This is an optimization exercise on Yosys and OpenROAD, whose aim is small area, not a production implementation.
In this exercise RTL edits were held to simulation tests only and were not proved equivalent to the original.
No driver is modelled on the clock port, so clocking that relies on it looks cheaper here than on a real chip.
Power and IR drop assume default switching activity.

run A:
==> flow/design.v <==
module ttt_core (
    input  wire        clk,
    input  wire        rst,
    input  wire        cmd_valid,
    input  wire [23:0] cmd,
    input  wire [8:0]  pos_bus,
    input  wire        pos_ovr,
    output reg         DATA,
    output reg         CLOCK,
    output wire        CS,
    output wire        turn_p1,
    output wire        turn_p2,
    output wire        cmd_ready,
    output wire [1:0]  st_outcome,
    output wire        st_next,
    output wire [3:0]  st_moves,
    output wire [17:0] st_board,
    output wire [63:0] st_rows
);
    localparam [2:0] M_IDLE = 3'd0;          
    localparam [2:0] M_WAIT = 3'd1;          
    localparam [2:0] M_WR   = 3'd2;          
    localparam [2:0] M_ROW  = 3'd3;          
    localparam [2:0] M_CLR  = 3'd4;          
    localparam [2:0] M_INIT = 3'd5;          
    localparam [2:0] M_PLAY = 3'd6;          
    reg [63:0] rows;                         
    reg [17:0] cells;                        
    reg [2:0]  mode;
    reg [15:0] opw;                          
    wire [3:0] ad = opw[15:12];
    wire       hf = opw[11];
    reg [4:0]  kb;                           
    reg [1:0]  sb;                           
    wire busy = mode[2] | mode[1];
    wire [8:0] c1, c2, occ;
    genvar g;
    generate
        for (g = 0; g < 9; g = g + 1) begin : g_cell
            assign c1[g] = cells[2*g];
            assign c2[g] = cells[2*g+1];
        end
    endgenerate
    assign occ = c1 | c2;
    wire [3:0] moves = occ[0] + occ[1] + occ[2] + occ[3] + occ[4] +
                       occ[5] + occ[6] + occ[7] + occ[8];
    wire par = moves[0];
    function automatic lines;
        input [8:0] c;
        lines = (c[0] & c[1] & c[2]) | (c[3] & c[4] & c[5]) |
                (c[6] & c[7] & c[8]) | (c[0] & c[3] & c[6]) |
                (c[1] & c[4] & c[7]) | (c[2] & c[5] & c[8]) |
                (c[0] & c[4] & c[8]) | (c[6] & c[4] & c[2]);
    endfunction
    wire p1win  = lines(c1);
    wire p2win  = lines(c2);
    wire full   = &occ;
    wire inprog = !(p1win | p2win | full);
    assign CS         = !(busy & kb[4] & sb[1]);
    assign cmd_ready  = (mode == M_IDLE);
    assign st_outcome = {p2win | (full & !p1win), p1win | (full & !p2win)};
    assign st_next    = par;
    assign st_moves   = moves;
    assign st_board   = cells;
    assign st_rows    = rows;
    assign turn_p1    = inprog & !par;
    assign turn_p2    = inprog &  par;
    wire [3:0] op  = cmd[23:20];
    wire [7:0] ca  = cmd[15:8];
    wire [7:0] cb  = cmd[7:0];
    wire       acc = (mode == M_IDLE) & cmd_valid;
    wire       mvs = (mode == M_WAIT) & (pos_ovr | (|pos_bus));
    wire a_lt3 = (ca[7:2] == 6'd0) & (ca[1:0] != 2'd3);
    wire b_lt3 = (cb[7:2] == 6'd0) & (cb[1:0] != 2'd3);
    wire a_lt8 = (ca[7:3] == 5'd0);
    wire b_lt8 = (cb[7:3] == 5'd0);
    wire [8:0] selc, sel;
    generate
        for (g = 0; g < 9; g = g + 1) begin : g_sel
            assign selc[g] = a_lt3 & b_lt3 & (ca[1:0] == g / 3) & (cb[1:0] == g % 3);
        end
    endgenerate
    assign sel = (mode == M_WAIT) ? (pos_ovr ? 9'h100 : pos_bus) : selc;
    wire play = mvs | (acc & (op == 4'h7));
    wire mv   = play & inprog & (|(sel & ~occ));
    wire [2:0] bi = {sel[6] | sel[7] | sel[8], sel[3] | sel[4] | sel[5], sel[0] | sel[1] | sel[2]};
    wire [2:0] bj = {sel[2] | sel[5] | sel[8], sel[1] | sel[4] | sel[7], sel[0] | sel[3] | sel[6]};
    wire orig_a = (bi[0] & ((bj[0] & rows[8*0+6]) | (bj[1] & rows[8*0+3]) | (bj[2] & rows[8*0+0]))) |
                  (bi[1] & ((bj[0] & rows[8*3+6]) | (bj[1] & rows[8*3+3]) | (bj[2] & rows[8*3+0]))) |
                  (bi[2] & ((bj[0] & rows[8*6+6]) | (bj[1] & rows[8*6+3]) | (bj[2] & rows[8*6+0])));
    wire orig_b = (bi[0] & ((bj[0] & rows[8*1+6]) | (bj[1] & rows[8*1+3]) | (bj[2] & rows[8*1+0]))) |
                  (bi[1] & ((bj[0] & rows[8*4+6]) | (bj[1] & rows[8*4+3]) | (bj[2] & rows[8*4+0]))) |
                  (bi[2] & ((bj[0] & rows[8*7+6]) | (bj[1] & rows[8*7+3]) | (bj[2] & rows[8*7+0])));
    wire row_clr = acc & ((op == 4'h2) | (op == 4'h5));
    wire row_set = acc & (op == 4'h4) & a_lt8;
    wire row_pix = acc & (op == 4'h3) & a_lt8 & b_lt8;
    wire [7:0] rsel = 8'd1 << ca[2:0];
    wire [7:0] psel = 8'h80 >> cb[2:0];      
    wire       clrall = rst | row_clr;
    wire       wr_set = row_set | row_pix;
    wire [7:0] d_col  = {8{~clrall}} & (row_set ? cb : row_pix ? {8{cmd[16]}} : 8'hFF);
    wire [7:0] c_set  = {8{row_set}} | ({8{row_pix}} & psel);
    wire [7:0] c_mv0, c_mv1;
    generate
        for (g = 0; g < 8; g = g + 1) begin : g_col
            if (g % 3 == 2) begin : g_none
                assign c_mv0[g] = 1'b0;
                assign c_mv1[g] = 1'b0;
            end else begin : g_mark
                assign c_mv0[g] = mv & bj[(7-g)/3] & ((g % 3 == 1) | !par);
                assign c_mv1[g] = mv & bj[(7-g)/3] & ((g % 3 == 0) | !par);
            end
        end
    endgenerate
    wire [7:0] c_all0 = {8{clrall}} | c_set | c_mv0;
    wire [7:0] c_all1 = {8{clrall}} | c_set | c_mv1;
    wire [7:0] c_all2 = {8{clrall}} | c_set;
    reg  [7:0]  r_on;
    reg  [63:0] n_rows;
    integer r, m, k;
    always @(*) begin
        for (r = 0; r < 8; r = r + 1) begin
            r_on[r] = clrall | (wr_set & rsel[r]) | ((r % 3) != 2 && mv && bi[r/3]);
            for (m = 0; m < 8; m = m + 1)
                n_rows[8*r+m] = (r_on[r] & ((r % 3 == 0) ? c_all0[m] :
                                            (r % 3 == 1) ? c_all1[m] : c_all2[m]))
                                ? d_col[m] : rows[8*r+m];
        end
    end
    wire [3:0] kk = kb[3:0];
    wire [2:0] kc = kk[2:0];                 
    wire [63:0] rows_ad = {rows[55:0], rows[63:56]};
    wire spec   = ad[3] & (ad[2:0] != 3'd0);     
    wire second = (ad == 4'd2) | (ad == 4'd5) | (ad == 4'd8);
    reg [7:0] sval;                          
    always @(*) begin
        case (ad[2:0])
            3'd3:    sval = 8'h07;
            3'd4:    sval = 8'h01;
            3'd2:    sval = {4'h0, opw[3:0]};
            default: sval = 8'h00;
        endcase
    end
    wire [1:0] pj      = opw[1:0];
    wire       ovr     = hf & (kc == ((pj == 2'd0) ? 3'd1 : (pj == 2'd1) ? 3'd4 : 3'd7));
    wire       ovr_bit = second ? opw[3] : opw[2];
    wire       rbit    = rows_ad[{ad[2:0], ~kc}];
    wire wbit = (mode == M_WR) ? opw[4'd15 - kk] :
                !kk[3]         ? (kk[2] & ad[2'd3 - kk[1:0]]) :
                spec           ? sval[3'd7 - kc] :
                ovr            ? ovr_bit : rbit;
    wire fend = kb[4] & sb[1];
    wire last = (mode == M_WR) | (mode == M_ROW) | (ad == 4'd10) |
                ((mode == M_CLR) & (ad == 4'd8)) |
                ((mode == M_PLAY) & !hf & second);
    reg [3:0] ad_nx;
    always @(*) begin
        case (ad)
            4'd8:    ad_nx = 4'd10;
            4'd9:    ad_nx = 4'd11;
            4'd11:   ad_nx = 4'd12;
            4'd12:   ad_nx = 4'd15;
            4'd15:   ad_nx = 4'd1;
            default: ad_nx = ad + 4'd1;
        endcase
    end
    reg [2:0] n_mode;
    always @(*) begin
        n_mode = mode;
        if (busy) begin
            if (fend & last) n_mode = M_IDLE;
        end else if (mode == M_WAIT) begin
            if (mvs) n_mode = mv ? M_PLAY : M_IDLE;
        end else if (cmd_valid) begin
            case (op)
                4'h1: n_mode = M_WR;
                4'h2: n_mode = M_INIT;
                4'h3: n_mode = (a_lt8 & b_lt8) ? M_ROW : M_IDLE;
                4'h4: n_mode = a_lt8 ? M_ROW : M_IDLE;
                4'h5: n_mode = M_CLR;
                4'h7: n_mode = mv ? M_PLAY : M_IDLE;
                4'h9: n_mode = M_WAIT;
                default: n_mode = M_IDLE;
            endcase
        end
    end
    always @(posedge clk)
        rows <= n_rows;
    always @(posedge clk) begin
        if (rst) begin
            cells <= 18'd0;
            mode  <= M_IDLE;
            DATA  <= 1'b0;
            CLOCK <= 1'b0;
        end else begin
            mode <= n_mode;
            if (acc & (op == 4'h6))
                cells <= 18'd0;
            else if (mv)
                for (k = 0; k < 9; k = k + 1)
                    if (sel[k]) cells[2*k +: 2] <= par ? 2'b10 : 2'b01;
            if (busy) begin
                case (sb)
                    2'd0: if (kb != 5'd0) CLOCK <= 1'b1;
                    2'd1: if (!kb[4]) DATA <= wbit;
                    default: if (!kb[4]) CLOCK <= 1'b0;
                endcase
            end
        end
    end
    always @(posedge clk) begin
        if (busy) begin
            if (fend) begin
                kb <= 5'd0;
                sb <= 2'd0;
                if (hf) begin
                    opw[11] <= 1'b0;
                end else begin
                    opw[15:12] <= ad_nx;
                    opw[11]    <= (mode == M_PLAY) & par;
                end
            end else if (sb[1]) begin
                kb <= kb + 5'd1;
                sb <= 2'd0;
            end else begin
                sb <= sb + 2'd1;
            end
        end else begin
            kb <= 5'd0;
            sb <= 2'd0;
            opw <= {((op == 4'h1) & (mode != M_WAIT)) ? cmd[15:11] :
                    {(play ? {1'b0, bi[1] | bi[2], bi[2], bi[0] | bi[2]} :
                      (op == 4'h2) ? 4'd9 :
                      (op == 4'h5) ? 4'd1 : {1'b0, ca[2:0]} + 4'd1),
                     play & !par},
                    cmd[10:10],
                    cmd[9:8],
                    cmd[7:4],
                    play ? {orig_b, orig_a} : cmd[3:2],
                    (mode == M_WAIT) ? bj[2:1] : cmd[1:0]};
        end
    end
endmodule
clock: 15.0 ns
lec_check: 0
cap_margin: 20
core_margin: 2
core_utilization: 45
gpl_timing_driven: 0
slew_margin: 20
standard.sh (not shown) runs the stock make flow with config.mk's settings and CLKGATE_MAP_FILE= SYNTH_SCRIPT=/design/flow/synth_recipe.tcl, a recipe that flattens the netlist after the stock synthesis.
==> flow/flow/run.sh <==
#!/bin/bash
# Standard synthesis, its combinational logic re-mapped for area by ABC
# (flip-flops untouched; several ABC runs, the smallest result is kept),
# then the standard layout with single-drive port buffers and a clock tree
# of clkbuf_4 without dummy loads, its buffers upsized where a clock sink's
# slew is too high.
set -euo pipefail
cd "$(dirname "$0")/.."
W=$(pwd)
RES=$W/orfs/results/sky130hd/ttt_core/base
LIB=$FLOW_HOME/platforms/sky130hd/lib/sky130_fd_sc_hd__tt_025C_1v80.lib
ARGS=("BUFFER_PORTS_ARGS=-buffer_cell sky130_fd_sc_hd__buf_1"
      "CTS_ARGS=-sink_clustering_enable -repair_clock_nets -buf_list sky130_fd_sc_hd__clkbuf_4 -dont_use_dummy_load")
bash standard.sh "${ARGS[@]}" "$RES/1_2_yosys.v" > standard_synth.log 2>&1
cp "$RES/1_2_yosys.v" "$W/synth_standard.v"
nff() { grep -c 'dfxtp_1 \|edfxtp_1 ' "$1" || true; }
n0=$(nff "$W/synth_standard.v")
run_reopt() {
  local i=$1
  sed -e "s#@LIB@#$LIB#g" -e "s#@IN@#$W/synth_standard.v#" -e "s#@OUT@#$W/synth_reopt$i.v#" \
      -e "s#@ABC@#$W/flow/reopt$i.abc#" -e "s#@STAT@#$W/reopt_stat$i.txt#" flow/reopt.ys > reopt_run$i.ys
  yosys -q -l reopt_yosys$i.log reopt_run$i.ys > reopt_yosys$i.out 2>&1 || true
}
for i in 0 1 2 3; do run_reopt $i & done; wait
for i in 4 5 6 7; do run_reopt $i & done; wait
for i in 8 9 10 11 12; do run_reopt $i & done; wait
best=""; barea=""
for i in 0 1 2 3 4 5 6 7 8 9 10 11 12; do
  [[ -s "$W/synth_reopt$i.v" && -s "$W/reopt_stat$i.txt" ]] || continue
  [[ "$(nff "$W/synth_reopt$i.v")" == "$n0" ]] || continue
  a=$(grep 'Chip area' "$W/reopt_stat$i.txt" | awk '{print $NF}')
  [[ -n "$a" ]] || continue
  if [[ -z "$barea" ]] || awk "BEGIN{exit !($a < $barea)}"; then best=$i; barea=$a; fi
done
echo "chosen re-map: ${best:-none} area ${barea:-}" > reopt_choice.txt
if [[ -n "$best" ]]; then
  cp "$W/synth_reopt$best.v" "$RES/1_2_yosys.v"
  touch "$RES/1_2_yosys.v"
fi
bash standard.sh "${ARGS[@]}" "$RES/4_1_cts.odb" > standard_cts.log 2>&1
# upsize clock buffers whose sinks see too slow a clock edge
FIX_LIB=$LIB FIX_IN=$RES/4_1_cts.odb FIX_SDC=$RES/3_place.sdc FIX_OUT=$W/cts_fixed.odb \
FIX_RC=$FLOW_HOME/platforms/sky130hd/setRC.tcl FIX_TARGET=0.112 \
  openroad -no_init -exit flow/clkfix.tcl > clkfix.log 2>&1
if [[ -s "$W/cts_fixed.odb" ]]; then
  cp "$W/cts_fixed.odb" "$RES/4_1_cts.odb"
  touch "$RES/4_1_cts.odb"
fi
bash standard.sh "${ARGS[@]}" finish > standard_flow.log 2>&1
==> flow/flow/clkfix.tcl <==
# Upsize clock-tree buffers until the slew at every clock sink is below a target.
# env: FIX_LIB FIX_IN FIX_SDC FIX_OUT FIX_RC FIX_TARGET
read_liberty $::env(FIX_LIB)
read_db $::env(FIX_IN)
read_sdc $::env(FIX_SDC)
set_propagated_clock [all_clocks]
source $::env(FIX_RC)
set target $::env(FIX_TARGET)
set next_size [dict create sky130_fd_sc_hd__clkbuf_1 sky130_fd_sc_hd__clkbuf_2 \
  sky130_fd_sc_hd__clkbuf_2 sky130_fd_sc_hd__clkbuf_4 \
  sky130_fd_sc_hd__clkbuf_4 sky130_fd_sc_hd__clkbuf_8 \
  sky130_fd_sc_hd__clkbuf_8 sky130_fd_sc_hd__clkbuf_16]
for {set it 0} {$it < 40} {incr it} {
  estimate_parasitics -placement
  set worst ""
  set wslew 0
  foreach b [get_cells clkbuf_*] {
    set out [get_pins -of_objects $b -filter "direction == output"]
    set net [get_nets -of_objects $out]
    set mx 0
    foreach p [get_pins -of_objects $net -filter "direction == input"] {
      set s [get_property $p slew_max]
      if {$s > $mx} {set mx $s}
    }
    set ref [get_property $b ref_name]
    if {$mx > $wslew && [dict exists $next_size $ref]} {set wslew $mx; set worst $b}
  }
  if {$worst == "" || $wslew <= $target} break
  set ref [get_property $worst ref_name]
  puts "iter $it upsize [get_name $worst] $ref (load slew $wslew)"
  replace_cell $worst [dict get $next_size $ref]
}
detailed_placement
check_placement -verbose
estimate_parasitics -placement
report_check_types -max_slew -max_capacitance -violators
write_db $::env(FIX_OUT)
==> flow/flow/reopt10.abc <==
strash
&get -n
&deepsyn -T 45 -S 5
&put
dch -f
amap -F 4 -A 8
==> flow/flow/reopt11.abc <==
strash
&get -n
&deepsyn -T 45 -S 5
&put
dch
amap -F 4 -A 8
==> flow/flow/reopt12.abc <==
strash
dc2
dc2
dch -f
amap -F 4 -A 8
==> flow/flow/reopt8.abc <==
strash
&get -n
&deepsyn -T 45 -S 4
&put
dch -f
amap -F 4 -A 8
==> flow/flow/reopt9.abc <==
strash
&get -n
&deepsyn -T 45 -S 4
&put
dch
amap -F 4 -A 8
Other scripts of this flow, unchanged in this note and not shown: flow/flow/reopt.ys, flow/flow/reopt0.abc, flow/flow/reopt1.abc, flow/flow/reopt2.abc, flow/flow/reopt3.abc, flow/flow/reopt4.abc, flow/flow/reopt5.abc, flow/flow/reopt6.abc, flow/flow/reopt7.abc
Changes in run B relative to run A:
Settings: CORE_UTILIZATION changed from 45 to 35; GPL_TIMING_DRIVEN removed (was 0).
diff --git a/flow/flow/run.sh b/flow/flow/run.sh
--- a/flow/flow/run.sh
+++ b/flow/flow/run.sh
@@ -23,8 +23,7 @@
 }
 for i in 0 1 2 3; do run_reopt $i & done; wait
-for i in 4 5 6 7; do run_reopt $i & done; wait
-for i in 8 9 10 11 12; do run_reopt $i & done; wait
+for i in 4 5 6 7 8; do run_reopt $i & done; wait
 best=""; barea=""
-for i in 0 1 2 3 4 5 6 7 8 9 10 11 12; do
+for i in 0 1 2 3 4 5 6 7 8; do
   [[ -s "$W/synth_reopt$i.v" && -s "$W/reopt_stat$i.txt" ]] || continue
   [[ "$(nff "$W/synth_reopt$i.v")" == "$n0" ]] || continue
@@ -41,5 +40,5 @@
 # upsize clock buffers whose sinks see too slow a clock edge
 FIX_LIB=$LIB FIX_IN=$RES/4_1_cts.odb FIX_SDC=$RES/3_place.sdc FIX_OUT=$W/cts_fixed.odb \
-FIX_RC=$FLOW_HOME/platforms/sky130hd/setRC.tcl FIX_TARGET=0.112 \
+FIX_RC=$FLOW_HOME/platforms/sky130hd/setRC.tcl FIX_TARGET=0.105 \
   openroad -no_init -exit flow/clkfix.tcl > clkfix.log 2>&1
 if [[ -s "$W/cts_fixed.odb" ]]; then
==> flow/flow/reopt8.abc <==
strash
dc2
dc2
dch -f
amap -F 4 -A 8
removed: flow/flow/reopt10.abc
removed: flow/flow/reopt11.abc
removed: flow/flow/reopt12.abc
removed: flow/flow/reopt9.abc
Notes after the runs:
The run showing the smaller highest cell delay on the worst timing path is run A.
Looking at maximum frequency across run A and run B, the one that comes out higher is run A.
Of run A and run B, the run reporting the lower post-placement cell count was run A.
The met1 global-route usage of run B falls short of that of run A by 11 points.
Run B reports a lower minimum setup slack in the final design than run A does.
What run C does differently from run B at the input level:
Settings: SLEW_MARGIN changed from 20 to 5; GPL_TIMING_DRIVEN newly set to 0; CAP_MARGIN changed from 20 to 5.
==> flow/flow/clkfix.tcl <==
# Upsize clock-tree buffers until the slew at every clock sink is below a target.
# env: FIX_LIB FIX_IN FIX_SDC FIX_OUT FIX_RC FIX_TARGET
read_liberty $::env(FIX_LIB)
read_db $::env(FIX_IN)
read_sdc $::env(FIX_SDC)
set_propagated_clock [all_clocks]
source $::env(FIX_RC)
set target $::env(FIX_TARGET)
set next_size [dict create sky130_fd_sc_hd__clkbuf_1 sky130_fd_sc_hd__clkbuf_2 \
  sky130_fd_sc_hd__clkbuf_2 sky130_fd_sc_hd__clkbuf_4 \
  sky130_fd_sc_hd__clkbuf_4 sky130_fd_sc_hd__clkbuf_8 \
  sky130_fd_sc_hd__clkbuf_8 sky130_fd_sc_hd__clkbuf_16]
# Only the flip-flop clock pins count; a buffer driving no flip-flop is
# upsized only when a buffer it drives is already at the largest size.
proc sink_slew {b} {
  set out [get_pins -of_objects $b -filter "direction == output"]
  set net [get_nets -of_objects $out]
  set mx 0
  foreach p [get_pins -of_objects $net -filter "direction == input"] {
    if {[get_property $p is_clock] || [string match *CLK [get_full_name $p]]} {
      set s [get_property $p slew_max]
      if {$s > $mx} {set mx $s}
    }
  }
  return $mx
}
proc driver_of {b} {
  set in [get_pins -of_objects $b -filter "direction == input"]
  set net [get_nets -of_objects $in]
  foreach p [get_pins -of_objects $net -filter "direction == output"] {
    return [get_cells -of_objects $p]
  }
  return ""
}
for {set it 0} {$it < 40} {incr it} {
  estimate_parasitics -placement
  set worst ""
  set wslew 0
  foreach b [get_cells clkbuf_*] {
    set mx [sink_slew $b]
    if {$mx > $wslew} {set wslew $mx; set worst $b}
  }
  if {$worst == "" || $wslew <= $target} break
  set ref [get_property $worst ref_name]
  if {![dict exists $next_size $ref]} {
    set worst [driver_of $worst]
    if {$worst == ""} break
    set ref [get_property $worst ref_name]
    if {![dict exists $next_size $ref]} break
  }
  puts "iter $it upsize [get_name $worst] $ref (sink slew $wslew)"
  replace_cell $worst [dict get $next_size $ref]
}
detailed_placement
check_placement -verbose
estimate_parasitics -placement
report_check_types -max_slew -max_capacitance -violators
write_db $::env(FIX_OUT)
## What came out
No stage failed in run C, and the final checks on the layout all came back clean.
Compared with run B, in run C fraction of power consumed by combinational cells increased by 0.4 points relative to the old numbers; headroom to the max-slew limit fell by 18 points; portion of total power attributed to the clock network now sits lower.
In terms of sequential power, run C and run B differ only marginally.
Changes observed in run C relative to run B: routed wire length held, reported leakage power went down about 2%, clock latency on the worst-skew pair went up 160 ps.
In the final reports, the cell area of run C is smaller than that of run B.
Changes in run D relative to run C:
Settings: a change of CAP_MARGIN from 5 to 20; a change of SLEW_MARGIN from 5 to 20.
### Flow results
- Routed wire in run D totals less than in run C.
- There was hardly any difference in post-route cell area between run C and run D.
- Run D -> run C: relative contribution of combinational cells to total power flat
- Between run C and run D, the difference in core utilization is negligible.
- Of run C and run D, the higher largest net degree at the start of global routing belongs to run D.
- Last weighted congestion value of the routability-driven placer came out exactly the same in run C and run D.

## separate check: timing with driven ports
In the flow no input, the clock included, has a driving cell. The finished layouts below were timed again as built, in two steps. Step 1 assumes that a clkbuf_16 drives the clock port and a buf_2 every other input. Step 2 also shifts input and output timing later by t, the mid clock arrival at the registers, as if the neighbouring blocks saw the same clock. a / b / c = ideal ports / drivers / drivers and shift; a / b = the first two.
run	t (ns)	slack for setup (ns)	hold WS [ns]	latest minus earliest clock arrival (ns)	slew at the worst register clock pin (ns)
run A	0.372	8.138 / 8.096 / 7.976	0.435 / 0.435 / 0.435	0.027 / 0.027	0.11 / 0.11
run B	0.385	8.023 / 7.976 / 7.814	0.441 / 0.441 / 0.441	0.021 / 0.021	0.10 / 0.10
run C	0.532	7.707 / 7.667 / 7.709	0.433 / 0.433 / 0.433	0.033 / 0.033	0.11 / 0.11
run D	0.518	7.824 / 7.785 / 7.791	0.434 / 0.434 / 0.434	0.023 / 0.023	0.11 / 0.11
After both steps setup and hold are still met in every run listed. The setup slack of run B, which loses most, moves by -0.047 ns with the drivers and by -0.209 ns with both steps.
